What follows belongs to an exercise in optimizing a design on an open flow for small area, a short achievable clock period and few clock cycles; a production flow would make more cautious choices. RTL that was checked went through simulation tests only; none was proved equivalent to the original. Function not checked in run 1: the RTL went through the layout flow alone. Power and IR drop assume default switching activity.

==> flow/design.v <==
module px4io_crc8_tab (
    input  wire [7:0] idx,
    output wire [7:0] val
);
    assign val[0] = idx[0] ^ idx[6] ^ idx[7];
    assign val[1] = idx[0] ^ idx[1] ^ idx[6];
    assign val[2] = idx[0] ^ idx[1] ^ idx[2] ^ idx[6];
    assign val[3] = idx[1] ^ idx[2] ^ idx[3] ^ idx[7];
    assign val[4] = idx[2] ^ idx[3] ^ idx[4];
    assign val[5] = idx[3] ^ idx[4] ^ idx[5];
    assign val[6] = idx[4] ^ idx[5] ^ idx[6];
    assign val[7] = idx[5] ^ idx[6] ^ idx[7];
endmodule
module px4io_engine (
    input  wire        clk,
    input  wire        rst,
    input  wire        cmd_valid,
    input  wire [7:0]  cmd,
    input  wire [7:0]  arg_mode,
    input  wire [7:0]  arg_page,
    input  wire [7:0]  arg_offset,
    input  wire [7:0]  arg_n,
    input  wire [7:0]  arg_retries,
    input  wire [15:0] arg_clear,
    input  wire [15:0] arg_set,
    input  wire        val_we,
    input  wire [4:0]  val_addr,
    input  wire [15:0] val_wdata,
    input  wire [4:0]  out_addr,
    output wire [15:0] out_rdata,
    output wire        link_req,
    output reg  [1:0]  link_op,
    output wire [7:0]  link_wdata,
    input  wire        link_ack,
    input  wire [1:0]  link_resp,
    input  wire [7:0]  link_rdata,
    output wire        busy,
    output reg         ready,
    output reg  [7:0]  status,
    output reg  [7:0]  errinfo,
    output reg  [7:0]  result,
    output reg         flag,
    output reg  [2:0]  fault,
    output reg  [31:0] stall_cnt,
    output reg  [31:0] retry_cnt,
    output reg  [31:0] crcfail_cnt
);
    localparam [6:0] C_DEFAULT = 7'h01, C_CLEAR = 7'h02, C_BUILD = 7'h03,
                     C_CRC8    = 7'h04, C_CHECK = 7'h05, C_COUNT = 7'h06,
                     C_CODE    = 7'h07,
                     C_SETUP   = 7'h10, C_DISCARD = 7'h11, C_EXCHANGE = 7'h12,
                     C_NEW     = 7'h20, C_GET   = 7'h21, C_GET1  = 7'h22,
                     C_SET     = 7'h23, C_SET1  = 7'h24, C_MODIFY = 7'h25;
    localparam [1:0] OP_SETUP = 2'd0, OP_POLL = 2'd1, OP_WRITE = 2'd2, OP_FLUSH = 2'd3;
    localparam [1:0] R_OK = 2'd0, R_NODATA = 2'd1, R_ERR = 2'd2;   
    localparam [7:0] S_OK = 8'd0, S_COMM = 8'd1, S_ERROR_RESPONSE = 8'd2,
                     S_UNRESPONSIVE = 8'd4;
    localparam [2:0] F_NONE = 3'd0, F_BUSY_OVERLAP = 3'd1, F_ILLEGAL_CMD = 3'd2,
                     F_NOT_READY = 3'd3, F_BAD_COUNT = 3'd4, F_BAD_MODE = 3'd5;
    localparam [3:0] DRIVER_RETRIES = 4'd10;
    localparam [15:0] SENTINEL = 16'h55AA;
    localparam integer ST_IDLE  = 0,
                     ST_PKT   = 1,    
                     ST_SETUP = 2,    
                     ST_DISC  = 3,    
                     ST_DRAIN = 4,    
                     ST_WRITE = 5,    
                     ST_FLUSH = 6,    
                     ST_HDR   = 7,    
                     ST_BODY  = 8,    
                     ST_UNR   = 9;    
    function [7:0] crc_t1;
    input [7:0] x;
    begin
        crc_t1[0] = x[0] ^ x[6] ^ x[7];
        crc_t1[1] = x[0] ^ x[1] ^ x[6];
        crc_t1[2] = x[0] ^ x[1] ^ x[2] ^ x[6];
        crc_t1[3] = x[1] ^ x[2] ^ x[3] ^ x[7];
        crc_t1[4] = x[2] ^ x[3] ^ x[4];
        crc_t1[5] = x[3] ^ x[4] ^ x[5];
        crc_t1[6] = x[4] ^ x[5] ^ x[6];
        crc_t1[7] = x[5] ^ x[6] ^ x[7];
    end
endfunction
    function [7:0] crc_t2;
    input [7:0] x;
    begin
        crc_t2[0] = x[0] ^ x[4] ^ x[6];
        crc_t2[1] = x[1] ^ x[4] ^ x[5] ^ x[6] ^ x[7];
        crc_t2[2] = x[0] ^ x[2] ^ x[4] ^ x[5] ^ x[7];
        crc_t2[3] = x[1] ^ x[3] ^ x[5] ^ x[6];
        crc_t2[4] = x[0] ^ x[2] ^ x[4] ^ x[6] ^ x[7];
        crc_t2[5] = x[1] ^ x[3] ^ x[5] ^ x[7];
        crc_t2[6] = x[2] ^ x[4] ^ x[6];
        crc_t2[7] = x[3] ^ x[5] ^ x[7];
    end
endfunction
    function [7:0] crc_t3;
    input [7:0] x;
    begin
        crc_t3[0] = x[0] ^ x[2] ^ x[3] ^ x[5] ^ x[7];
        crc_t3[1] = x[0] ^ x[1] ^ x[2] ^ x[4] ^ x[5] ^ x[6] ^ x[7];
        crc_t3[2] = x[1] ^ x[6];
        crc_t3[3] = x[0] ^ x[2] ^ x[7];
        crc_t3[4] = x[1] ^ x[3];
        crc_t3[5] = x[0] ^ x[2] ^ x[4];
        crc_t3[6] = x[0] ^ x[1] ^ x[3] ^ x[5];
        crc_t3[7] = x[1] ^ x[2] ^ x[4] ^ x[6];
    end
endfunction
    function [7:0] crc_t4;
    input [7:0] x;
    begin
        crc_t4[0] = x[4] ^ x[6] ^ x[7];
        crc_t4[1] = x[0] ^ x[4] ^ x[5] ^ x[6];
        crc_t4[2] = x[0] ^ x[1] ^ x[4] ^ x[5];
        crc_t4[3] = x[1] ^ x[2] ^ x[5] ^ x[6];
        crc_t4[4] = x[0] ^ x[2] ^ x[3] ^ x[6] ^ x[7];
        crc_t4[5] = x[1] ^ x[3] ^ x[4] ^ x[7];
        crc_t4[6] = x[2] ^ x[4] ^ x[5];
        crc_t4[7] = x[3] ^ x[5] ^ x[6];
    end
endfunction
    function [7:0] crc_t8;
    input [7:0] x;
    begin
        crc_t8[0] = x[0] ^ x[4] ^ x[7];
        crc_t8[1] = x[0] ^ x[1] ^ x[4] ^ x[5] ^ x[7];
        crc_t8[2] = x[1] ^ x[2] ^ x[4] ^ x[5] ^ x[6] ^ x[7];
        crc_t8[3] = x[2] ^ x[3] ^ x[5] ^ x[6] ^ x[7];
        crc_t8[4] = x[0] ^ x[3] ^ x[4] ^ x[6] ^ x[7];
        crc_t8[5] = x[1] ^ x[4] ^ x[5] ^ x[7];
        crc_t8[6] = x[2] ^ x[5] ^ x[6];
        crc_t8[7] = x[3] ^ x[6] ^ x[7];
    end
endfunction
    function [7:0] crc_t16;
    input [7:0] x;
    begin
        crc_t16[0] = x[7];
        crc_t16[1] = x[0] ^ x[7];
        crc_t16[2] = x[1] ^ x[7];
        crc_t16[3] = x[2];
        crc_t16[4] = x[3];
        crc_t16[5] = x[4];
        crc_t16[6] = x[5];
        crc_t16[7] = x[6];
    end
endfunction
    function [7:0] crc_t32;
    input [7:0] x;
    begin
        crc_t32[0] = x[6];
        crc_t32[1] = x[6] ^ x[7];
        crc_t32[2] = x[0] ^ x[6] ^ x[7];
        crc_t32[3] = x[1] ^ x[7];
        crc_t32[4] = x[2];
        crc_t32[5] = x[3];
        crc_t32[6] = x[4];
        crc_t32[7] = x[5];
    end
endfunction
    function [7:0] crc_t64;
    input [7:0] x;
    begin
        crc_t64[0] = x[4];
        crc_t64[1] = x[4] ^ x[5];
        crc_t64[2] = x[4] ^ x[5] ^ x[6];
        crc_t64[3] = x[5] ^ x[6] ^ x[7];
        crc_t64[4] = x[0] ^ x[6] ^ x[7];
        crc_t64[5] = x[1] ^ x[7];
        crc_t64[6] = x[2];
        crc_t64[7] = x[3];
    end
endfunction
    function [7:0] crc_tinv;
    input [7:0] x;
    begin
        crc_tinv[0] = x[0] ^ x[1] ^ x[2] ^ x[4] ^ x[5] ^ x[7];
        crc_tinv[1] = x[3] ^ x[4] ^ x[6] ^ x[7];
        crc_tinv[2] = x[1] ^ x[2];
        crc_tinv[3] = x[0] ^ x[2] ^ x[3];
        crc_tinv[4] = x[0] ^ x[1] ^ x[3] ^ x[4];
        crc_tinv[5] = x[1] ^ x[2] ^ x[4] ^ x[5];
        crc_tinv[6] = x[0] ^ x[2] ^ x[3] ^ x[5] ^ x[6];
        crc_tinv[7] = x[0] ^ x[1] ^ x[3] ^ x[4] ^ x[6] ^ x[7];
    end
endfunction
    function [7:0] crc16s;
        input [7:0]  c;
        input [15:0] s;
        crc16s = crc_t2(c ^ s[7:0]) ^ crc_t1(s[15:8]);
    endfunction
    function [7:0] crc32s;
        input [7:0]  c;
        input [31:0] w;
        crc32s = crc_t4(c ^ w[7:0]) ^ crc_t3(w[15:8]) ^ crc_t2(w[23:16]) ^ crc_t1(w[31:24]);
    endfunction
    reg [543:0] tx;           
    reg [543:0] rx;           
    reg [31:0]  hdr;          
    reg [511:0] val;          
    reg [511:0] outr;         
    reg [9:0]  st;
    reg        c_buf;         
    reg        c_build, c_crc8, c_check;
    reg        c_new;
    reg        c_xchg;        
    reg        c_get;         
    reg        c_mod;         
    reg        mod2;          
    reg        clr_pend;      
    reg [5:0]  c_n;           
    reg [15:0] c_clear;
    reg [15:0] c_set;
    reg [7:0]  att;           
    reg [7:0]  rlim;          
    reg [3:0]  catt;          
    reg [6:0]  idx;           
    reg [6:0]  rp;            
    reg [7:0]  wcur;          
    reg        wb;            
    reg [7:0]  rcrc;          
    reg        cp_go;         
    reg        cp1;           
    reg [7:0]  pa;            
    reg        crc_done;      
    reg [7:0]  wk_c;          
    reg [4:0]  wk_w;          
    reg [5:0]  wk_rem;        
    reg        wk_on;         
    reg [7:0]  vcrc;          
    reg [5:0]  vlen;
    integer k;
    wire [6:0] d_code = cmd[6:0];
    wire       d_buf  = cmd[7];
    wire       d_pkt  = (d_code >= C_DEFAULT) && (d_code <= C_CODE);
    wire       d_reg  = (d_code >= C_GET) && (d_code <= C_MODIFY);
    wire       d_known = d_pkt ||
                         (d_code == C_SETUP) || (d_code == C_DISCARD) ||
                         (d_code == C_EXCHANGE) || (d_code == C_NEW) || d_reg;
    wire       d_illegal = !d_known || (d_buf && !d_pkt);
    wire       d_need_ready = (d_code == C_DISCARD) || (d_code == C_EXCHANGE) || d_reg;
    wire       d_has_n = (d_code == C_BUILD) || (d_code == C_CRC8) ||
                         (d_code == C_GET) || (d_code == C_SET);
    wire       d_bad_count = d_has_n && (arg_n > 8'd32);
    wire       d_bad_mode  = (d_code == C_BUILD) && (arg_mode[5:0] != 6'd0);
    wire       d_fault = d_illegal || (d_need_ready && !ready) || d_bad_count || d_bad_mode;
    wire       busy_r = !st[ST_IDLE];
    wire       active = !rst && (fault == F_NONE) && !(cmd_valid && busy_r);
    wire       iss    = active && !busy_r && cmd_valid && !d_fault;
    wire       i_default = iss && (d_code == C_DEFAULT);
    wire       i_clear   = iss && (d_code == C_CLEAR);
    wire       i_build   = iss && (d_code == C_BUILD);
    wire       i_crc8    = iss && (d_code == C_CRC8);
    wire       i_check   = iss && (d_code == C_CHECK);
    wire       i_new     = iss && (d_code == C_NEW);
    wire       i_get     = iss && (d_code == C_GET);
    wire       i_get1    = iss && ((d_code == C_GET1) || (d_code == C_MODIFY));
    wire       i_set     = iss && (d_code == C_SET);
    wire       i_set1    = iss && (d_code == C_SET1);
    wire       i_reg     = iss && d_reg;
    wire [7:0] d_b0 = d_buf ? rx[7:0] : tx[7:0];
    wire       i_check_run = i_check && (d_b0[5:0] <= 6'd32);
    wire [5:0] n_iss = (i_get1 || i_set1) ? 6'd1 :
                       i_check ? d_b0[5:0] : arg_n[5:0];
    wire       s_zero = i_get || i_get1;
    wire       s_vcrc = (i_build || i_set || i_set1) && (vlen == n_iss);
    wire        wk_active = wk_on;
    wire [4:0]  taddr   = wk_active ? wk_w : rp[6:2];
    reg [31:0] tx_word, rx_word;
    always @(*) begin
        tx_word = 32'd0;
        rx_word = 32'd0;
        for (k = 0; k < 17; k = k + 1) begin
            tx_word = tx_word | ({32{taddr == k}} & tx[32*k +: 32]);
            rx_word = rx_word | ({32{wk_w == k}} & rx[32*k +: 32]);
        end
    end
    wire        wr_ok   = !wk_active && (crc_done || cp1);
    assign busy      = busy_r;
    reg [15:0] out_mux;
    always @(*) begin
        out_mux = 16'd0;
        for (k = 0; k < 32; k = k + 1)
            out_mux = out_mux | ({16{out_addr == k}} & outr[16*k +: 16]);
    end
    assign out_rdata = out_mux;
    assign link_wdata = wcur;
    wire [7:0]  tx_rbyte = tx_word[8*rp[1:0] +: 8];
    assign link_req  = st[ST_SETUP] || st[ST_DISC] || st[ST_DRAIN] ||
                       st[ST_FLUSH] || st[ST_HDR] || st[ST_BODY] ||
                       (st[ST_WRITE] && wr_ok);
    always @(*) begin
        case (1'b1)
            st[ST_SETUP]: link_op = OP_SETUP;
            st[ST_WRITE]: link_op = OP_WRITE;
            st[ST_FLUSH]: link_op = OP_FLUSH;
            default:  link_op = OP_POLL;
        endcase
    end
    wire call    = !rst && !cmd_valid && link_req && link_ack;
    wire r_data  = (link_resp == R_OK);
    wire r_nod   = (link_resp == R_NODATA);
    wire r_err   = (link_resp == R_ERR);
    wire [6:0] txlen = (tx[7:6] == 2'b01) ? ({tx[5:0], 1'b0} + 7'd4) : 7'd4;
    wire [5:0] h_cnt   = hdr[5:0];
    wire       rd_poll = call && (st[ST_HDR] || st[ST_BODY]);
    wire       rd_data = rd_poll && r_data;
    wire       h_last  = st[ST_HDR] && (idx[1:0] == 2'd3);
    wire       h_bad   = (hdr[7:6] != 2'b00) || (h_cnt > 6'd32);
    wire       b_last  = st[ST_BODY] && ((idx + 7'd1) == {h_cnt, 1'b0});
    wire       x_comp  = rd_data && ((h_last && !h_bad && (h_cnt == 6'd0)) || b_last);
    wire       x_rej   = rd_data && h_last && h_bad;
    wire       x_stall = rd_poll && r_nod && wb;
    wire       x_comm  = call && ((st[ST_WRITE] || st[ST_FLUSH]) ? r_err :
                                  (st[ST_HDR] || st[ST_BODY]) && !r_data && !r_nod);
    wire       x_abandon = x_rej || x_stall;
    wire       x_retry = x_abandon && (att != rlim);
    wire       x_unresp = x_abandon && (att == rlim);
    wire       accept  = (link_rdata == (rcrc ^ crc_tinv(hdr[15:8])));
    wire       p_acc   = x_comp && !c_xchg && accept;
    wire       p_fail  = x_comp && !c_xchg && !accept;
    wire       p_again = p_fail && (catt != DRIVER_RETRIES);
    wire       acc_get = p_acc && c_get;
    wire       acc_mod1 = p_acc && c_mod && !mod2;
    wire [7:0] b_0 = c_buf ? rx[7:0]   : tx[7:0];
    wire [7:0] b_2 = c_buf ? rx[23:16] : tx[23:16];
    wire [7:0] b_3 = c_buf ? rx[31:24] : tx[31:24];
    wire [7:0] ch0 = crc_t4(b_0) ^ crc_t2(b_2) ^ crc_t1(b_3);
    wire [7:0] ch1 = c_n[0] ? crc_t2(ch0) : ch0;
    wire [7:0] ch2 = c_n[1] ? crc_t4(ch1) : ch1;
    wire [7:0] ch3 = c_n[2] ? crc_t8(ch2) : ch2;
    wire [7:0] cf1 = c_n[3] ? crc_t16(pa) : pa;
    wire [7:0] cf2 = c_n[4] ? crc_t32(cf1) : cf1;
    wire [7:0] cf3 = c_n[5] ? crc_t64(cf2) : cf2;
    wire [7:0] crc_v = cf3 ^ wk_c;
    wire       fin   = active && cp1 && !wk_active;
    wire [31:0] wk_word = c_buf ? rx_word : tx_word;
    wire [7:0] h3_now = st[ST_HDR] ? link_rdata : hdr[31:24];
    wire [5:0] b_n = arg_n[5:0];
    reg  [31:0] lt_n;            
    always @(*) begin
        for (k = 0; k < 32; k = k + 1)
            lt_n[k] = arg_n[5] || (arg_n[4:0] > k);
    end
    wire rx_zero = rst || (i_default && d_buf) || i_new;
    wire rx_clr  = (i_clear && d_buf) || i_reg || p_again || (active && clr_pend);
    wire rx_bld  = i_build && d_buf;
    wire rx_hwr  = x_comp && !p_again;
    wire rx_crc  = fin && c_build && c_buf;
    wire rx_bw   = rd_data && st[ST_BODY];
    wire tx_zero = rst || (i_default && !d_buf) || i_new;
    wire tx_clr  = i_clear && !d_buf;
    wire tx_hdr  = (i_build && !d_buf) || i_reg;
    wire tx_crc  = fin && !(c_build && c_buf) && !c_crc8 && !c_check;
    wire tx_ldv  = (i_build && !d_buf) || i_set;
    wire [7:0] tx_b0 = i_build ? (arg_n | arg_mode) :
                       i_get ? {2'b00, arg_n[5:0]} :
                       i_get1 ? 8'h01 :
                       i_set ? {2'b01, arg_n[5:0]} : 8'h41;
    reg  [63:0]  bw_at;
    always @(*) begin
        for (k = 0; k < 64; k = k + 1)
            bw_at[k] = rx_bw && (idx[5:0] == k);
    end
    wire [15:0] mod_w  = (rx_nxt[47:32] & ~c_clear) | c_set;
    reg [543:0] rx_nxt;
    reg [543:0] tx_nxt;
    reg         s_v, s_r, s_h, s_z, s_w;
    always @(*) begin
        rx_nxt[31:0] = rx[31:0];
        if (rx_zero || rx_clr)
            rx_nxt[31:0] = 32'd0;
        else if (rx_bld) begin
            rx_nxt[7:0]   = arg_n | arg_mode;
            rx_nxt[23:16] = arg_page;
            rx_nxt[31:24] = arg_offset;
        end else if (rx_hwr)
            rx_nxt[31:0] = {h3_now, hdr[23:0]};
        else if (rx_crc)
            rx_nxt[15:8] = crc_v;
        for (k = 0; k < 64; k = k + 1) begin
            s_v = rx_bld && lt_n[k / 2];
            s_r = bw_at[k] && !rx_clr;
            s_h = !(rx_zero || rx_clr || s_v || s_r);
            rx_nxt[32 + 8*k +: 8] = ({8{s_v}} & val[8*k +: 8]) |
                                    ({8{s_r}} & link_rdata) |
                                    ({8{rx_clr}} & ((k % 2) ? SENTINEL[15:8] : SENTINEL[7:0])) |
                                    ({8{s_h}} & rx[32 + 8*k +: 8]);
        end
        tx_nxt[31:0] = tx[31:0];
        if (tx_zero || tx_clr)
            tx_nxt[31:0] = 32'd0;
        else if (tx_hdr) begin
            tx_nxt[7:0]   = tx_b0;
            tx_nxt[23:16] = arg_page;
            tx_nxt[31:24] = arg_offset;
        end else if (acc_mod1)
            tx_nxt[7:0] = 8'h41;
        else if (tx_crc)
            tx_nxt[15:8] = crc_v;
        for (k = 0; k < 32; k = k + 1) begin
            s_v = (tx_ldv && lt_n[k]) || (i_set1 && (k == 0));
            s_z = tx_zero || (i_get && lt_n[k]) || (i_get1 && (k == 0));
            s_w = acc_mod1 && (k == 0);
            s_h = !(s_v || s_z || s_w || tx_clr);
            tx_nxt[32 + 16*k +: 16] = ({16{s_v}} & val[16*k +: 16]) |
                                      ({16{tx_clr}} & SENTINEL) |
                                      ({16{s_w}} & mod_w) |
                                      ({16{s_h}} & tx[32 + 16*k +: 16]);
        end
    end
    always @(posedge clk) begin
        rx <= rx_nxt;
        tx <= tx_nxt;
    end
    wire [15:0] val_d = rst ? 16'd0 : val_wdata;
    always @(posedge clk) begin
        for (k = 0; k < 32; k = k + 1)
            if (rst || (active && val_we && (val_addr == k)))
                val[16*k +: 16] <= val_d;
    end
    always @(posedge clk) begin
        for (k = 0; k < 32; k = k + 1)
            if (rst || (acc_get && (c_n > k)) || (acc_mod1 && (k == 0)))
                outr[16*k +: 16] <= rx_nxt[32 + 16*k +: 16];
    end
    always @(posedge clk) begin
        if (rst) begin
            hdr <= 32'd0;
            st <= 10'd1 << ST_IDLE;
            c_buf <= 1'b0;
            c_build <= 1'b0;
            c_crc8 <= 1'b0;
            c_check <= 1'b0;
            c_new <= 1'b0;
            c_xchg <= 1'b0;
            c_get <= 1'b0;
            c_mod <= 1'b0;
            mod2 <= 1'b0;
            clr_pend <= 1'b0;
            c_n <= 6'd0;
            c_clear <= 16'd0;
            c_set <= 16'd0;
            att <= 8'd0;
            rlim <= 8'd0;
            catt <= 4'd0;
            idx <= 7'd0;
            rp <= 7'd0;
            wcur <= 8'd0;
            wb <= 1'b0;
            rcrc <= 8'd0;
            cp_go <= 1'b0;
            cp1 <= 1'b0;
            pa <= 8'd0;
            crc_done <= 1'b0;
            wk_c <= 8'd0;
            wk_w <= 5'd0;
            wk_rem <= 6'd0;
            wk_on <= 1'b0;
            vcrc <= 8'd0;
            vlen <= 6'd0;
            ready <= 1'b0;
            status <= S_OK;
            errinfo <= 8'd0;
            result <= 8'd0;
            flag <= 1'b0;
            fault <= F_NONE;
            stall_cnt <= 32'd0;
            retry_cnt <= 32'd0;
            crcfail_cnt <= 32'd0;
        end else if (fault != F_NONE) begin
            st <= 10'd1 << ST_IDLE;
        end else if (cmd_valid && busy_r) begin
            fault <= F_BUSY_OVERLAP;
            st <= 10'd1 << ST_IDLE;
        end else begin
            if (val_we) begin
                if (val_addr == 5'd0) begin
                    vcrc <= crc16s(8'd0, val_wdata);
                    vlen <= 6'd1;
                end else if ({1'b0, val_addr} == vlen) begin
                    vcrc <= crc16s(vcrc, val_wdata);
                    vlen <= vlen + 6'd1;
                end else if ({1'b0, val_addr} < vlen) begin
                    vcrc <= 8'd0;
                    vlen <= 6'd0;
                end
            end
            clr_pend <= acc_mod1;
            if (cp_go) begin
                pa <= ch3;
                cp1 <= 1'b1;
                cp_go <= 1'b0;
            end
            if (wk_active) begin
                if (wk_rem == 6'd1) begin
                    wk_c <= crc16s(wk_c, wk_word[15:0]);
                    wk_rem <= 6'd0;
                end else begin
                    wk_c <= crc32s(wk_c, wk_word);
                    wk_rem <= wk_rem - 6'd2;
                end
                wk_on <= (wk_rem > 6'd2);
                wk_w <= wk_w + 5'd1;
            end
            if (fin) begin
                cp1 <= 1'b0;
                if (c_crc8)
                    result <= crc_v;
                if (c_check)
                    flag <= (crc_v == (c_buf ? rx[15:8] : tx[15:8]));
                if (!c_build && !c_crc8 && !c_check)
                    crc_done <= 1'b1;
                if (st[ST_PKT]) begin
                    st <= 10'd1 << ST_IDLE;
                end
            end
            if (rd_data)
                rcrc <= crc_t1(rcrc ^ ((st[ST_HDR] && (idx[1:0] == 2'd1)) ? 8'd0 : link_rdata));
            case (1'b1)
            st[ST_IDLE]: begin
                if (cmd_valid) begin
                    if (d_illegal)
                        fault <= F_ILLEGAL_CMD;
                    else if (d_need_ready && !ready)
                        fault <= F_NOT_READY;
                    else if (d_bad_count)
                        fault <= F_BAD_COUNT;
                    else if (d_bad_mode)
                        fault <= F_BAD_MODE;
                    else begin
                        c_buf   <= d_buf;
                        c_build <= (d_code == C_BUILD);
                        c_crc8  <= (d_code == C_CRC8);
                        c_check <= (d_code == C_CHECK);
                        c_new   <= (d_code == C_NEW);
                        c_xchg  <= (d_code == C_EXCHANGE);
                        c_get   <= (d_code == C_GET) || (d_code == C_GET1);
                        c_mod   <= (d_code == C_MODIFY);
                        mod2    <= 1'b0;
                        c_n     <= n_iss;
                        c_clear <= arg_clear;
                        c_set   <= arg_set;
                        case (d_code)
                        C_BUILD, C_CRC8: begin
                            st <= 10'd1 << ST_PKT;
                        end
                        C_CHECK: begin
                            if (!i_check_run)
                                flag <= 1'b0;
                            else begin
                                st <= 10'd1 << ST_PKT;
                            end
                        end
                        C_COUNT: result <= {2'b00, d_b0[5:0]};
                        C_CODE:  result <= {d_b0[7:6], 6'd0};
                        C_SETUP, C_NEW: begin
                            st <= 10'd1 << ST_SETUP;
                        end
                        C_DISCARD: begin
                            st <= 10'd1 << ST_DISC;
                        end
                        C_EXCHANGE: begin
                            if (arg_retries == 8'd0)
                                st <= 10'd1 << ST_UNR;
                            else begin
                                st <= 10'd1 << ST_DRAIN;
                                rlim <= arg_retries;
                                att <= 8'd1;
                                wb <= 1'b0;
                                crc_done <= 1'b1;
                            end
                        end
                        C_GET, C_GET1, C_SET, C_SET1, C_MODIFY: begin
                            st <= 10'd1 << ST_DRAIN;
                            rlim <= {4'd0, DRIVER_RETRIES};
                            att <= 8'd1;
                            catt <= 4'd1;
                            wb <= 1'b0;
                            crc_done <= 1'b0;
                        end
                        default: ;
                        endcase
                        if (i_build || i_crc8 || i_check_run || i_reg) begin
                            cp_go <= 1'b1;
                            cp1 <= 1'b0;
                            wk_w <= 5'd1;
                            wk_c <= s_vcrc ? vcrc : 8'd0;
                            wk_rem <= (s_zero || s_vcrc) ? 6'd0 : n_iss;
                            wk_on <= !(s_zero || s_vcrc) && (n_iss != 6'd0);
                        end
                    end
                end
            end
            st[ST_UNR]: begin
                status <= S_UNRESPONSIVE;
                st <= 10'd1 << ST_IDLE;
            end
            st[ST_SETUP]: begin
                if (call) begin
                    if (r_err) begin
                        if (c_new) ready <= 1'b0;
                        errinfo <= link_rdata;
                        status <= S_COMM;
                        st <= 10'd1 << ST_IDLE;
                    end else if (r_data) begin
                        ready <= 1'b1;
                        status <= S_OK;
                        st <= 10'd1 << ST_IDLE;
                    end
                end
            end
            st[ST_DISC]: begin
                if (call && !r_data) begin
                    status <= S_OK;
                    st <= 10'd1 << ST_IDLE;
                end
            end
            st[ST_DRAIN]: begin
                if (call && !r_data) begin
                    wcur <= tx[7:0];
                    rp <= 7'd1;
                    st <= 10'd1 << ST_WRITE;
                end
            end
            st[ST_WRITE]: begin
                if (call && r_data) begin
                    if (rp == txlen)
                        st <= 10'd1 << ST_FLUSH;
                    else begin
                        wcur <= (rp == 7'd1) ? (crc_done ? tx[15:8] : crc_v) : tx_rbyte;
                        rp <= rp + 7'd1;
                    end
                end
            end
            st[ST_FLUSH]: begin
                if (call && r_data) begin
                    idx <= 7'd0;
                    rcrc <= 8'd0;
                    st <= 10'd1 << ST_HDR;
                end
            end
            st[ST_HDR], st[ST_BODY]: begin
                if (rd_data) begin
                    wb <= 1'b0;
                    if (st[ST_HDR]) begin
                        case (idx[1:0])
                            2'd0: hdr[7:0]   <= link_rdata;
                            2'd1: hdr[15:8]  <= link_rdata;
                            2'd2: hdr[23:16] <= link_rdata;
                            default: hdr[31:24] <= link_rdata;
                        endcase
                    end
                    if (h_last) begin
                        idx <= 7'd0;
                        if (!h_bad && (h_cnt != 6'd0))
                            st <= 10'd1 << ST_BODY;
                    end else
                        idx <= idx + 7'd1;
                end else if (rd_poll && r_nod)
                    wb <= 1'b1;
            end
            default: ;
            endcase
            if (x_comm) begin
                errinfo <= link_rdata;
                status <= S_COMM;
                st <= 10'd1 << ST_IDLE;
            end
            if (x_abandon && x_stall)
                stall_cnt <= stall_cnt + 32'd1;
            if (x_retry) begin
                att <= att + 8'd1;
                retry_cnt <= retry_cnt + 32'd1;
                wb <= 1'b0;
                st <= 10'd1 << ST_DRAIN;
            end
            if (x_unresp) begin
                status <= S_UNRESPONSIVE;
                st <= 10'd1 << ST_IDLE;
            end
            if (x_comp) begin
                result <= {1'b0, h_cnt, 1'b0} + 8'd4;
                if (c_xchg) begin
                    status <= S_OK;
                    st <= 10'd1 << ST_IDLE;
                end else if (p_fail) begin
                    crcfail_cnt <= crcfail_cnt + 32'd1;
                    if (p_again) begin
                        catt <= catt + 4'd1;
                        att <= 8'd1;
                        wb <= 1'b0;
                        st <= 10'd1 << ST_DRAIN;
                    end else begin
                        status <= S_ERROR_RESPONSE;
                        st <= 10'd1 << ST_IDLE;
                    end
                end else if (acc_mod1) begin
                    mod2 <= 1'b1;
                    catt <= 4'd1;
                    att <= 8'd1;
                    wb <= 1'b0;
                    st <= 10'd1 << ST_DRAIN;
                    crc_done <= 1'b0;
                    cp_go <= 1'b1;
                    cp1 <= 1'b0;
                    wk_w <= 5'd1;
                    wk_c <= 8'd0;
                    wk_rem <= 6'd1;
                    wk_on <= 1'b1;
                end else begin
                    status <= S_OK;
                    st <= 10'd1 << ST_IDLE;
                end
            end
        end
    end
endmodule
==> flow/run.sh <==
#!/bin/bash
# synth_recipe.tcl (not shown) runs the flow's synth.tcl, then flattens the netlist and writes it again
# the make line also repeats each setting of config.mk as NAME=value (left out here)
make -C /OpenROAD-flow-scripts/flow DESIGN_CONFIG=/design/flow/config.mk WORK_HOME=/design/flow/orfs CLKGATE_MAP_FILE= SYNTH_SCRIPT=/design/flow/synth_recipe.tcl finish
==> flow/config.mk <==
export PLATFORM = sky130hd
export DESIGN_NAME = px4io_engine
export DESIGN_NICKNAME = px4io_engine
export VERILOG_FILES = /design/flow/design.v
export SDC_FILE = /design/flow/constraint.sdc
export NUM_CORES = 8
export LEC_CHECK = 0
export CAP_MARGIN = 20
export CORE_MARGIN = 2
export CORE_UTILIZATION = 30
export SETUP_SLACK_MARGIN = 4.5
export SLEW_MARGIN = 20
==> flow/constraint.sdc <==
create_clock -name core_clock -period 10.0 [get_ports {clk}]
set_input_delay 2.0000 -clock core_clock [delete_from_list [all_inputs] [get_ports {clk}]]
set_output_delay 2.0000 -clock core_clock [all_outputs]
set_load 0.01 [all_outputs]
==> results of run 1 <==
-- kinds of logic after synthesis --
kind of cell	Yosys count	share of synthesized area (%)
buffers and inverters	721	2.79
AOI/OAI and AO/OA	2594	19.4
and+or+nand+nor	3124	13.3
DFF	2423	57.5
muxes	188	2.03
adders and majority gates	27	0.331
xor gates and xnor gates	494	4.65
-- final timing paths --
check,from,end,depth (start not counted)
hold reg to reg,c_clear[2]$_SDFFE_PP0P_,c_clear[2]$_SDFFE_PP0P_,2
setup reg to reg,wk_w[3]$_SDFFE_PP0P_,wk_c[1]$_SDFFE_PP0P_,18
setup / recovery,out_addr[0],out_rdata[2],9
hold / removal,c_clear[2]$_SDFFE_PP0P_,c_clear[2]$_SDFFE_PP0P_,2
-- area by class of cell --
type / count / area (um^2)
Tap cell: 4536 / 5680
Multi-Input combinational cell: 6431 / 44400
Clock inverter: 104 / 1320
Timing Repair Buffer: 961 / 9170
Fill cell: 33600 / 212000
Antenna cell: 86 / 215
Clock buffer: 404 / 8120
Sequential cell: 2423 / 58800
Inverter: 70 / 267
-- stage by stage --
step,instances,power (W),area [um^2],hold slack [ns]
finish,15000,0.0236,128000,0.449
global route,14900,0.0239,128000,0.465
CTS,14800,0.0234,126000,0.451
detailed placement,14200,0.0127,113000,0.443
global placement,14200,0.0127,113000,0.435
floorplan,9571,0.0116,103000,0.426
-- cell usage in the layout, fill, tap and decap left out, types with 184 or more instances in the layout --
master	Yosys	final
nor2_1	585	465
nand2_1	1681	1656
clkbuf_16	0	287
a22o_1	345	335
a221o_1	264	264
a22oi_1	485	459
o21ai_0	215	184
buf_4	2	556
a21oi_1	424	400
nand3_1	199	188
clkdlybuf4s50_1	0	235
xnor2_1	264	254
edfxtp_1	1024	1024
dfxtp_1	1399	1392
a221oi_1	333	276
-- power by group through the flow --
stage	Sequential, W	Clock (W)	Combinational (W)
floorplan	0.0108	0	0.000730
global placement	0.0111	0	0.00156
detailed placement	0.0111	0	0.00156
CTS	0.0109	0.0108	0.00166
global route	0.0109	0.0112	0.00178
finish	0.0110	0.0109	0.00180
-- synth_stat cells, drive strengths merged (106+ instances only) --
library cell | n | area, um^2
a22o | 345 | 3020
a32oi | 146 | 1280
dfxtp | 1399 | 28000
edfxtp | 1024 | 30700
a221oi | 333 | 2920
o21ai | 228 | 1150
a21oi | 424 | 2120
nor3 | 184 | 941
clkbuf | 531 | 1990
buf | 120 | 596
xnor2 | 270 | 2410
xor2 | 197 | 1730
nand2 | 1681 | 6310
mux2i | 148 | 1510
nor2 | 585 | 2200
nand4 | 106 | 663
nand3 | 199 | 996
a221o | 264 | 2640
a22oi | 485 | 3640
-- flip-flops by register name, indices dropped and copies added, names as in the netlist, 8 cells and up --
register	count
rx	544
wcur	8
stall_cnt	32
hdr	32
outr	512
vcrc	8
crcfail_cnt	32
retry_cnt	32
c_set	16
st	10
tx	544
att	8
status	8
result	8
c_clear	16
pa	8
errinfo	8
wk_c	8
rcrc	8
val	512
rlim	8
-- what timing repair did --
item                       in CTS  in global routing
gates cloned                   10                  3
setup endpoints to repair    1739                815
hold buffers                    0                  0
gates resized for setup       528                186
pin swaps                     109                 86
buffers inserted              154                 77
-- routing by layer --
| layer | global-route usage, % | share of wire (%) | up-vias |
|---|---|---|---|
| met3 | 22.2 | 16 | 2465 |
| li1 | - | - | 37600 |
| met1 | 51.4 | 37 | 50900 |
| met4 | 32.9 | 9.8 | 57 |
| met2 | 55.2 | 38 | 10000 |
| met5 | 1.63 | 0.14 | - |
-- worst max-delay path: stages --
cell and delay [ns]:
buf_12 0.12, or2_4 0.22, nor2_1 0.11, buf_6 0.18, a22o_1 0.29, a221oi_1 0.23, nand3_1 0.20, or4_4 0.64
buf_2 0.20
==> impl_results.md, run 1 <==
- Status: complete, no violations
- Clock root buffer master: clkbuf_16
- Max-slew headroom at the worst pin: between 6 and 7%
- Combinational cell fraction of total power: 7.6%
- Aggregate global-route resource usage: ~42%
- Deepest clock path buffer count: 4
- Area of the die: about 350000 um^2
- Initial DRT Pass Iterations: 9
- Number of standard cells after synthesis: roughly 9600
- Mean number of vias per cell: between 6 and 7
- Antenna-violating nets left: 0
- Power Density: around 180 nW/um^2
- Global placement routability congestion: 1.18
- Switching part of the total: 27.3%
- # DRC: 0
- Ys flop type: dfxtp_1
- TritonCTS clock tree: built
- Number of nets produced by synthesis: just under 10000
- Initial DRC count: roughly 20000
- Maximum frequency from static timing analysis: ~160 MHz
- Deepest level of the CTS H-tree: 5
- Post-route setup TNS: 0 ns
- Clock share of power: a little under half
- Final Slew Violations: 0
- Row Count: 214
- Summed instance area of the synthesized netlist: 102000 um^2
- Routed WL per cell: between 50 and 60 um
- Maximum fanout along the worst path: 10
- Sequential cell fraction of total power: between 40% and 50%
- Number of nets in the finished design: between 10000 and 15000
- Critical Setup Path Class: in2out
- Total clock sinks: 2423
- Number of global-route vias before repair: approximately 87000
- Part of the cycle the worst path needs: between 60% and 70%
- Transition time of the tightest slew-check pin: 1.39 ns
- Worst Setup Start Kind: input port
- Initial standard-cell utilization of the core: 30.1%
- Share of synthesized registers carrying an async set or reset: 0%
- Internal power: ~0.017 W
- Power spent charging and discharging nets: about 0.0065 W
- Number of register bits inferred by synthesis: between 2000 and 2500
- Dpl ws: between 1.5 and 2 ns
- Die outline height: between 500 and 600 um
- Setup-violating endpoint count in the final report: 0
- Arrival time at the worst endpoint: about 4.2 ns
- Detailed placement HPWL: about 560000 um
- Per-instance average area after synthesis: approximately 11 um^2
- Skew-Pair Late Insertion Delay: approximately 1 ns
- Largest net degree at the start of global routing: roughly 120
- Worst VDD drop: ~0.13 mV
- Static power due to leakage: around 47 nW
- Max-cap violations: 0
- Worst setup EP type: output port
- Register-to-register setup slack: about 4.3 ns
- GRT Residual Overflow: 0
- Fin Clk Skew: ~0.065 ns
- Antenna violations before repair: 155
- Sequential element share of the synthesized area: between 50% and 60%
- First-pass GRT wire length: about 960000 um
- RSZ-0062 raised after global routing: true
- Wire length reported by the detailed router: around 760000 um
- Count of unique library cells instantiated by Yosys: between 90 and 100
- IO Port Bufs: about 270
- Core Region: 340000 um^2
- Layout-stage area growth over the synthesis result: 25.2%
- Number of clock buffers inserted by TritonCTS: 280
- Clock period minus final worst setup slack: between 6 and 7 ns
- Overall die width: a little under 600 um
- Synth warn: 1
- Overall via count from detail_route: around 100k
- Hold Path Class: reg2reg
- Fraction of final layout cells sized beyond drive strength 1: 17.7%
- Post-synth EDFFs: approximately 1000
- Final core utilization: 37.7%
- Required time of the worst setup path: 8.00 ns
- Fin. Hold Viols: 0
- Clock-pin slew of the registers on the worst-case setup and hold paths: 0.06 ns
- Post-route worst setup slack: roughly 3.8 ns
- Top-Level Pins: about 270
==> run 2, diff against run 1 <==
--- a/flow/design.v
+++ b/flow/design.v
@@ -267,7 +267,7 @@
     wire       s_zero = i_get || i_get1;
     wire       s_vcrc = (i_build || i_set || i_set1) && (vlen == n_iss);
     wire        wk_active = wk_on;
-    wire [4:0]  taddr   = wk_active ? wk_w : rp[6:2];
+    wire [4:0]  taddr   = wk_w | rp[6:2];
     reg [31:0] tx_word, rx_word;
     always @(*) begin
         tx_word = 32'd0;
@@ -279,13 +279,16 @@
     end
     wire        wr_ok   = !wk_active && (crc_done || cp1);
     assign busy      = busy_r;
-    reg [15:0] out_mux;
-    always @(*) begin
-        out_mux = 16'd0;
-        for (k = 0; k < 32; k = k + 1)
-            out_mux = out_mux | ({16{out_addr == k}} & outr[16*k +: 16]);
-    end
-    assign out_rdata = out_mux;
+    wire [31:0] osel;
+    wire [15:0] og0, og1, og2, og3, on01, on23;
+    px4io_dec5     u_odec (.a(out_addr), .y(osel));
+    px4io_ao8x16   u_og0 (.s(osel[7:0]),   .d(outr[127:0]),   .q(og0));
+    px4io_ao8x16   u_og1 (.s(osel[15:8]),  .d(outr[255:128]), .q(og1));
+    px4io_ao8x16   u_og2 (.s(osel[23:16]), .d(outr[383:256]), .q(og2));
+    px4io_ao8x16   u_og3 (.s(osel[31:24]), .d(outr[511:384]), .q(og3));
+    px4io_nor2x16  u_on0 (.a(og0), .b(og1), .y(on01));
+    px4io_nor2x16  u_on1 (.a(og2), .b(og3), .y(on23));
+    px4io_nand2x16 u_ond (.a(on01), .b(on23), .y(out_rdata));
     assign link_wdata = wcur;
     wire [7:0]  tx_rbyte = tx_word[8*rp[1:0] +: 8];
     assign link_req  = st[ST_SETUP] || st[ST_DISC] || st[ST_DRAIN] ||
@@ -418,7 +421,7 @@
     wire [15:0] val_d = rst ? 16'd0 : val_wdata;
     always @(posedge clk) begin
         for (k = 0; k < 32; k = k + 1)
-            if (rst || (active && val_we && (val_addr == k)))
+            if (rst || (val_we && (fault == F_NONE) && (val_addr == k)))
                 val[16*k +: 16] <= val_d;
     end
     always @(posedge clk) begin
@@ -503,7 +506,7 @@
                     wk_rem <= wk_rem - 6'd2;
                 end
                 wk_on <= (wk_rem > 6'd2);
-                wk_w <= wk_w + 5'd1;
+                wk_w <= (wk_rem > 6'd2) ? wk_w + 5'd1 : 5'd0;
             end
             if (fin) begin
                 cp1 <= 1'b0;
@@ -543,6 +546,7 @@
                         c_n     <= n_iss;
                         c_clear <= arg_clear;
                         c_set   <= arg_set;
+                        rp      <= 7'd0;
                         case (d_code)
                         C_BUILD, C_CRC8: begin
                             st <= 10'd1 << ST_PKT;
@@ -586,7 +590,7 @@
                         if (i_build || i_crc8 || i_check_run || i_reg) begin
                             cp_go <= 1'b1;
                             cp1 <= 1'b0;
-                            wk_w <= 5'd1;
+                            wk_w <= (!(s_zero || s_vcrc) && (n_iss != 6'd0)) ? 5'd1 : 5'd0;
                             wk_c <= s_vcrc ? vcrc : 8'd0;
                             wk_rem <= (s_zero || s_vcrc) ? 6'd0 : n_iss;
                             wk_on <= !(s_zero || s_vcrc) && (n_iss != 6'd0);
@@ -707,6 +711,7 @@
                     cp_go <= 1'b1;
                     cp1 <= 1'b0;
                     wk_w <= 5'd1;
+                    rp <= 7'd0;
                     wk_c <= 8'd0;
                     wk_rem <= 6'd1;
                     wk_on <= 1'b1;
@@ -718,3 +723,39 @@
         end
     end
 endmodule
+module px4io_dec5 (
+    input  wire [4:0]  a,
+    output reg  [31:0] y
+);
+    integer k;
+    always @(*) begin
+        for (k = 0; k < 32; k = k + 1)
+            y[k] = (a == k);
+    end
+endmodule
+module px4io_ao8x16 (
+    input  wire [7:0]   s,
+    input  wire [127:0] d,
+    output reg  [15:0]  q
+);
+    integer k;
+    always @(*) begin
+        q = 16'd0;
+        for (k = 0; k < 8; k = k + 1)
+            q = q | ({16{s[k]}} & d[16*k +: 16]);
+    end
+endmodule
+module px4io_nor2x16 (
+    input  wire [15:0] a,
+    input  wire [15:0] b,
+    output wire [15:0] y
+);
+    assign y = ~(a | b);
+endmodule
+module px4io_nand2x16 (
+    input  wire [15:0] a,
+    input  wire [15:0] b,
+    output wire [15:0] y
+);
+    assign y = ~(a & b);
+endmodule
==> flow/config.mk (replaced) <==
export PLATFORM = sky130hd
export DESIGN_NAME = px4io_engine
export DESIGN_NICKNAME = px4io_engine
export VERILOG_FILES = /design/flow/design.v
export SDC_FILE = /design/flow/constraint.sdc
export NUM_CORES = 8
export LEC_CHECK = 0
export CAP_MARGIN = 40
export CORE_MARGIN = 2
export CORE_UTILIZATION = 30
export CTS_CLUSTER_DIAMETER = 80
export CTS_CLUSTER_SIZE = 16
export SETUP_SLACK_MARGIN = 4.3
export SLEW_MARGIN = 40
export SYNTH_HIERARCHICAL = 1
==> run 2 against run 1 <==
  * Fmax is 1.0% lower
  * First-iteration DRC count about the same
  * Still clean
  * Combinational power is 15% lower
  * Wire length decreased by 8.0%
  * Critical path depth grew 1
  * Critical endpoint is now out_rdata[10]
  * Critical path type unchanged
==> impl_results.md, run 2 <==
- Final Slew Violations: 0
- Area of the die: between 300000 and 400000 um^2
- IO Port Bufs: 273
- # DRC: 0
- Register-to-register setup slack: around 4.0 ns
- Global placement routability congestion: 1.13
- Setup-violating endpoint count in the final report: 0
- WHS: approximately 0.45 ns
- Area fraction of the dominant cell type after synthesis: 29.6%
- RSZ-0062 raised after global routing: true
- First-pass GRT wire length: between 800000 and 900000 um
- Commonest non-fill, non-tap cells in the layout: nand2_1 (1532), dfxtp_1 (1390), edfxtp_1 (1024)
- Antenna violations before repair: between 90 and 100
- Count of unique library cells instantiated by Yosys: about 110
- Layout-stage area growth over the synthesis result: 17.7%
- Worst setup EP type: output port
- Total clock sinks: between 2000 and 2500
- Antenna-violating nets left: 0
- Fin. Hold Viols: 0
- Initial DRC count: between 15000 and 20000
- Synth warn: 9
- Summed instance area of the synthesized netlist: between 100000 and 150000 um^2
- Initial standard-cell utilization of the core: 30.1%
- TritonCTS clock tree: built
- Share of synthesized registers carrying an async set or reset: 0%
- Part of the cycle the worst path needs: 62.7%
- Wire length reported by the detailed router: between 700000 and 800000 um
- Core Region: ~350000 um^2
- Ys flop type: dfxtp_1
- Number of standard cells after synthesis: between 9000 and 10000
- Per-instance average area after synthesis: between 10 and 15 um^2
- Max-slew headroom at the worst pin: a little under a third
- Number of global-route vias before repair: between 80000 and 90000
- Fraction of final layout cells sized beyond drive strength 1: between 10% and 20%
- Number of register bits inferred by synthesis: around 2400
- Clock root buffer master: clkbuf_16
- Cell accounting for the most synthesized area: edfxtp_1
- GRT Residual Overflow: 0
- Post-synth EDFFs: a little over 1000
- Static power due to leakage: approximately 44 nW
- Most used standard cells in the synthesized netlist: nand2_1 (1578), dfxtp_1 (1399), edfxtp_1 (1024), nor2_1 (651), a22oi_1 (645)
- Max-cap violations: 0
- Deepest clock path buffer count: 4
- Maximum fanout along the worst path: 7
- Commonest non-fill, non-tap cell in the layout: nand2_1
- Die outline height: about 590 um
- Overall via count from detail_route: 97700
- Clock-pin slew of the registers on the worst-case setup and hold paths: 0.08 ns
- Regs by FF count: rx (544), tx (544)
- Number of clock buffers inserted by TritonCTS: roughly 190
- Worst Setup Start Kind: input port
- Skew-Pair Late Insertion Delay: about 1 ns
- Worst path cell trace: buf_12 > or3b_4 > buf_6 > nor2_4 > buf_12 > a22oi_1 > nand4_1 > nor2_4 > nand2_4 > buf_6
- Worst VDD drop: 0.133 mV
- Mean number of vias per cell: roughly 6.6
- Sequential element share of the synthesized area: between 50% and 60%
- Status: complete, no violations
- Dominant cell by count in the synthesized netlist: nand2_1
- Aggregate global-route resource usage: 38.5%
- CP max stage delay: slightly above 0.5 ns
- Overall die width: approximately 590 um
- Initial DRT Pass Iterations: 12
- Largest net degree at the start of global routing: 121
- Arrival time at the worst endpoint: ~4.3 ns
- Number of nets produced by synthesis: 9861
- Largest cells by area after synthesis: edfxtp_1 (30%), dfxtp_1 (27%), nand2_1 (5.7%), a22oi_1 (4.7%), a221o_1 (2.7%)
- Deepest level of the CTS H-tree: 4
- Worst-path cell with the longest stage delay: nor2_4
- Top-Level Pins: 274
- Hold Path Class: reg2reg
- Clock period minus final worst setup slack: 6.27 ns
- Row Count: between 200 and 250
- Fin Clk Skew: between 0.08 and 0.09 ns
- Critical Setup Path Class: in2out
- Routed WL per cell: about 48 um
- Maximum frequency from static timing analysis: 159 MHz
- Required time of the worst setup path: ~8 ns
- Transition time of the tightest slew-check pin: around 1 ns
- Number of nets in the finished design: just over 10000
- Detailed placement HPWL: about 530000 um
- Power Density: about 160 nW/um^2
- Post-route setup TNS: 0 ns
[run 2: per-module statistics from Yosys, one instance, submodules excluded]
module / flops+latches / cell area [um^2] / cells / times used
px4io_engine: 2423 / 100000 / 9234 / 1
px4io_ao8x16: 0 / 779 / 96 / 4
px4io_dec5: 0 / 221 / 47 / 1
px4io_nand2x16: 0 / 60.1 / 16 / 1
px4io_nor2x16: 0 / 60.1 / 16 / 2
[run 2: cells by family after synthesis]
group                      count (synthesis)  synth area share, %
AOI/OAI and AO/OA                       2581                 19.0
DFF                                     2423                 56.5
xor gates and xnor gates                 473                 4.60
adders and majority gates                 27                0.325
muxes                                    238                 2.49
and+or+nand+nor                         3162                 13.5
buffers and inverters                    809                 3.51
[run 2: critical path, delay by kind of cell]
| kind | cells | cell delay [ns] |
|---|---|---|
| AND/OR/NAND/NOR | 5 | 1.52 |
| buffers and inverters | 4 | 0.57 |
| AO/OA/AOI/OAI | 1 | 0.16 |
[run 2: report_power, final]
group | total [W] | switching [W] | internal, W
Clock | 0.00777 | 0.00404 | 0.00373
Sequential | 0.0108 | 0.000297 | 0.0105
Combinational | 0.00153 | 0.00115 | 0.000383
Total | 0.0201 | 0.00548 | 0.0146
[run 2: final cells by class]
type | instances | area, um^2
Timing Repair Buffer | 782 | 7290
Fill cell | 34700 | 223000
Antenna cell | 49 | 123
Multi-Input combinational cell | 6483 | 44300
Clock inverter | 45 | 509
Clock buffer | 294 | 5280
Tap cell | 4578 | 5730
Inverter | 110 | 425
Sequential cell | 2423 | 58800
[run 2: worst paths after layout]
path,depth (start not counted),to,from
max,10,out_rdata[10],out_addr[0]
min,1,tx[255]$_DFF_P_,val[223]$_DFFE_PP_
max reg2reg,16,wk_c[0]$_SDFFE_PP0P_,rp[3]$_SDFFE_PP0P_
min reg2reg,1,tx[255]$_DFF_P_,val[223]$_DFFE_PP_
[run 2: timing repair]
| action | CTS | global route |
|---|---|---|
| hold buffers | 0 | 0 |
| resized for setup | 342 | 63 |
| gates cloned | 6 | 0 |
| setup endpoints to repair | 1611 | 614 |
| buffers inserted | 75 | 24 |
| pin swaps | 96 | 57 |
[run 2: metrics by stage]
step | instances | setup WS [ns] | util, % | cell area, um^2 | power [W]
2_1_floorplan | 9713 | 4.22 | - | 104000 | 0.0114
4_1_cts | 14700 | 3.96 | 35.2 | 122000 | 0.0200
3_3_place_gp | 14200 | 2.09 | 32.7 | 113000 | 0.0124
6_report | 14800 | 3.73 | 35.4 | 122000 | 0.0201
5_1_grt | 14700 | 3.84 | 35.4 | 122000 | 0.0204
3_5_place_dp | 14300 | 2.16 | 33.0 | 114000 | 0.0124
[run 2: metal layers]
metal,vias to the layer above,wire length [um],share of wire (%),global-route usage [%]
li1,37300,-,-,-
met1,49200,258000,37,47.8
met2,9142,272000,39,52.4
met3,2010,107000,15,17.1
met4,38,64700,9.2,27.7
met5,-,322,0.046,0
Testbench counts of run 2, summed over its fixed seeds: cycles 46,907.
==> run 3, diff against run 2 <==
==> flow/flow/run.sh (new file) <==
#!/bin/bash
set -euo pipefail
export BUFFER_PORTS_ARGS="-buffer_cell sky130_fd_sc_hd__buf_2"
bash standard.sh > flow_make.log 2>&1
==> flow/standard.sh (new file) <==
#!/bin/bash
# synth_recipe.tcl (not shown) runs the flow's synth.tcl, then flattens the netlist and writes it again
# the make line also repeats each setting of config.mk as NAME=value (left out here)
make -C /OpenROAD-flow-scripts/flow DESIGN_CONFIG=/design/flow/config.mk WORK_HOME=/design/flow/orfs CLKGATE_MAP_FILE= SYNTH_SCRIPT=/design/flow/synth_recipe.tcl "${@:-finish}"
removed: flow/run.sh
==> run 3 against run 2 <==
  * Fmax down 1.0%
  * Largest cell class unchanged
  * Global-route usage shrank 0.49 points
  * Via count is 0.61% lower
  * Sequential cell count stayed put
  * Final area fell by 1.6%
  * Sequential power hardly changed
  * Synthesized cell count stayed put
  * Sequential share of layout area increased by 0.80 points
  * Still clean
  * Area after synthesis unchanged
  * Clock power increased by 2%
==> impl_results.md, run 3 <==
- Power Density: ~170 nW/um^2
- Arrival time at the worst endpoint: around 4.3 ns
- Share of synthesized registers carrying an async set or reset: 0%
- Register-to-register setup slack: slightly above 4 ns
- Status: complete, no violations
- Number of standard cells after synthesis: roughly 9700
- Max-slew headroom at the worst pin: 28.0%
- Required time of the worst setup path: ~8.0 ns
- Largest net degree at the start of global routing: around 130
- Clock period minus final worst setup slack: approximately 6.3 ns
- Sequential element share of the synthesized area: a little under three fifths
- Mean number of vias per cell: roughly 6.6
- Setup-violating endpoint count in the final report: 0
- Commonest non-fill, non-tap cell in the layout: nand2_1
- Commonest non-fill, non-tap cells in the layout: nand2_1 (1536), dfxtp_1 (1389), edfxtp_1 (1024)
- Hold Path Class: reg2reg
- Post-synth EDFFs: 1024
- GRT Residual Overflow: 0
- Top-Level Pins: 274
- Crit. Startpoint: out_addr[1]
- Reg2reg end: wk_c[7]$_SDFFE_PP0P_
- Count of unique library cells instantiated by Yosys: approximately 110
- Maximum fanout along the worst path: 8
- Die outline height: slightly below 600 um
- Number of nets in the finished design: 10100
- Fraction of final layout cells sized beyond drive strength 1: 15.2%
- Worst VDD drop: between 0.15 and 0.2 mV
- TritonCTS clock tree: built
- Number of hold buffers added after CTS: 0
- Worst flop-to-flop path startpoint: rp[6]$_SDFFE_PP0P_
- Tot Pwr: just over 0.02 W
- Row Count: 216
- RSZ-0062 raised after global routing: true
- Layout-stage area growth over the synthesis result: 15.8%
- Max-cap violations: 0
- Filler cell count: about 35000
- Overall die width: 593 um
- Number of global-route vias before repair: 84500
- Static power due to leakage: between 40 and 50 nW
- Fin. Hold Viols: 0
- Switching part of the total: a little over a quarter
- Detailed placement HPWL: 529000 um
- R2R depth: 14
- Clock share of power: 39.2%
- Combinational cell fraction of total power: a little over 7%
- Deepest level of the CTS H-tree: 4
- Most used standard cells in the synthesized netlist: nand2_1 (1578), dfxtp_1 (1399), edfxtp_1 (1024), nor2_1 (651), a22oi_1 (645)
- Dominant cell by count in the synthesized netlist: nand2_1
- Core Region: around 350000 um^2
- Global placement routability congestion: between 1 and 1.5
- Clock root buffer master: clkbuf_16
- Critical Setup Path Class: in2out
- Antenna violations before repair: between 100 and 150
- Power spent charging and discharging nets: about 0.0055 W
- Internal power: 0.0147 W
- Worst Setup Start Kind: input port
- Startpoint of the worst hold path: hdr[28]$_SDFFE_PP0P_
- WHS: approximately 0.45 ns
- Total clock sinks: 2423
- Ys flop type: dfxtp_1
- Routed WL per cell: about 47 um
- Regs by FF count: rx (544), tx (544)
- Final Slew Violations: 0
- Initial DRT Pass Iterations: 8
- Post-route setup TNS: 0 ns
- Deepest clock path buffer count: 4
- Fin Clk Skew: 0.108 ns
- Crit path to: out_rdata[6]
- Area fraction of the dominant cell type after synthesis: ~30%
- First-pass GRT wire length: a little under 900000 um
- Initial standard-cell utilization of the core: 30.1%
- Initial DRC count: 19200
- Largest cells by area after synthesis: edfxtp_1 (30%), dfxtp_1 (27%), nand2_1 (5.7%), a22oi_1 (4.7%), a221o_1 (2.7%)
- Antenna-violating nets left: 0
- Part of the cycle the worst path needs: a little under two thirds
- Worst setup EP type: output port
- Clock-pin slew of the registers on the worst-case setup and hold paths: approximately 0.080 ns
- Wire length reported by the detailed router: slightly below 700000 um
- Sequential cell fraction of total power: roughly 54%
- Synth warn: 9
- Skew-Pair Late Insertion Delay: 1.00 ns
- # DRC: 0
- Number of clock buffers inserted by TritonCTS: 191
- Cell accounting for the most synthesized area: edfxtp_1
- Area of the die: between 300000 and 400000 um^2
- Per-instance average area after synthesis: 10.7 um^2
- Number of nets produced by synthesis: just under 10000
- Summed instance area of the synthesized netlist: roughly 100000 um^2
- Number of register bits inferred by synthesis: between 2000 and 2500
- Transition time of the tightest slew-check pin: ~1.1 ns
- IO Port Bufs: between 200 and 300
- Overall via count from detail_route: 97100
- Aggregate global-route resource usage: 38.0%
- Maximum frequency from static timing analysis: 158 MHz
==> run 3: cell counts after synthesis <==
No cell type changed its count.
==> run 3: worst min-delay path by stage <==
stage / cells past startpoint / endpoint
global route: 2 / hdr[23]$_SDFFE_PP0P_
finish: 2 / hdr[28]$_SDFFE_PP0P_
global placement: 1 / status[4]$_SDFFE_PP0P_
CTS: 2 / hdr[28]$_SDFFE_PP0P_
detailed placement: 1 / status[4]$_SDFFE_PP0P_
floorplan: 2 / hdr[24]$_SDFFE_PP0P_
==> run 3: power by group through the flow <==
stage          sequential [W]  clock [W]  combinational (W)
2_1_floorplan          0.0108          0           0.000615
4_1_cts                0.0108    0.00786            0.00136
3_5_place_dp           0.0110          0            0.00132
5_1_grt                0.0108    0.00820            0.00145
3_3_place_gp           0.0110          0            0.00130
6_report               0.0108    0.00792            0.00146
==> run 3: timing repair <==
item / 4_1_cts / 5_1_grt
endpoints found under the setup margin: 203 / 819
gates resized for setup: 171 / 70
cloned: 8 / 2
setup buffers: 24 / 24
pin swaps: 66 / 35
hold endpoints to repair: 0 / 0
==> run 3: per-module statistics from Yosys (local to each module, per instance) <==
module	area [um^2]	flops+latches	cells
px4io_nand2x16	60.1	0	16
px4io_engine	100000	2423	9234
px4io_ao8x16	779	0	96
px4io_nor2x16	60.1	0	16
px4io_dec5	221	0	47
==> run 3: final cells by class <==
class | count | area (um^2) | share of cell area (%)
Antenna cell | 49 | 123 | 0.102
Inverter | 110 | 422 | 0.350
Tap cell | 4578 | 5730 | 4.76
Timing Repair Buffer | 739 | 5460 | 4.54
Clock inverter | 43 | 572 | 0.475
Sequential cell | 2423 | 58800 | 48.8
Multi-Input combinational cell | 6484 | 44000 | 36.5
Clock buffer | 299 | 5320 | 4.42
==> run 3: through the flow <==
step	instance area [um^2]	std cells	setup slack [ns]	util, %
finish	120000	14700	3.66	34.8
floorplan	104000	9713	4.22	-
global route	120000	14700	3.84	34.8
detailed placement	112000	14300	3.11	32.6
CTS	119000	14600	3.89	34.6
global placement	112000	14200	3.06	32.3
==> run 3: layer usage <==
metal / part of all wire (%) / track usage, % / up-vias / routed length [um]
met4: 8.1 / 24.0 / 64 / 56200
met1: 38 / 48.2 / 49100 / 262000
met5: 0.095 / 0.433 / - / 662
li1: - / - / 37200 / -
met3: 15 / 16.8 / 1865 / 105000
met2: 39 / 52.0 / 8841 / 270000
==> run 3: worst max-delay path: stages <==
cell     delay (ns)
buf_12         0.11
or3b_4         0.42
nor2_4         0.06
buf_6          0.16
a22oi_2        0.23
nand4_1        0.56
nor2_4         0.48
nand2_4        0.12
buf_6          0.14
==> run 3: logic make-up (layout without fill, tap and decap cells) <==
family	Yosys count	after routing	synth area share, %
simple gates	3162	3165	13.5
compound gates	2581	2581	19.0
flops	2423	2423	56.5
buf+inv	809	1191	3.51
xor+xnor	473	473	4.60
mux	238	238	2.49
fa+ha+maj	27	27	0.325
other cells	0	49	0

## what the ideal ports hide
In the flow no input, the clock included, has a driving cell. The finished layouts below were timed again as built, in two steps. Step 1 sets driving cells, clkbuf_16 on the clock port and buf_2 on the other inputs (assumed; they add their load-dependent delay and slew). Step 2 also shifts input and output timing later by t, the mid clock arrival at the registers, as if the neighbouring blocks saw the same clock. Three values: ideal, step 1, step 2; two values: the first two.
| run | t, ns | setup slack, ns | worst setup path after step 2 | pins driven straight from the clock port |
|---|---|---|---|---|
| run 1 | 1.074 | 3.791 / 3.715 / 3.316 | input to register | 1 |
| run 2 | 1.059 | 3.727 / 3.606 / 3.370 | input to register | 1 |
| run 3 | 1.060 | 3.663 / 3.594 / 3.450 | input to register | 1 |
After both steps every run listed still meets setup and hold. The setup slack of run 1, which loses most, moves by -0.076 ns with the drivers and by -0.475 ns with both steps.
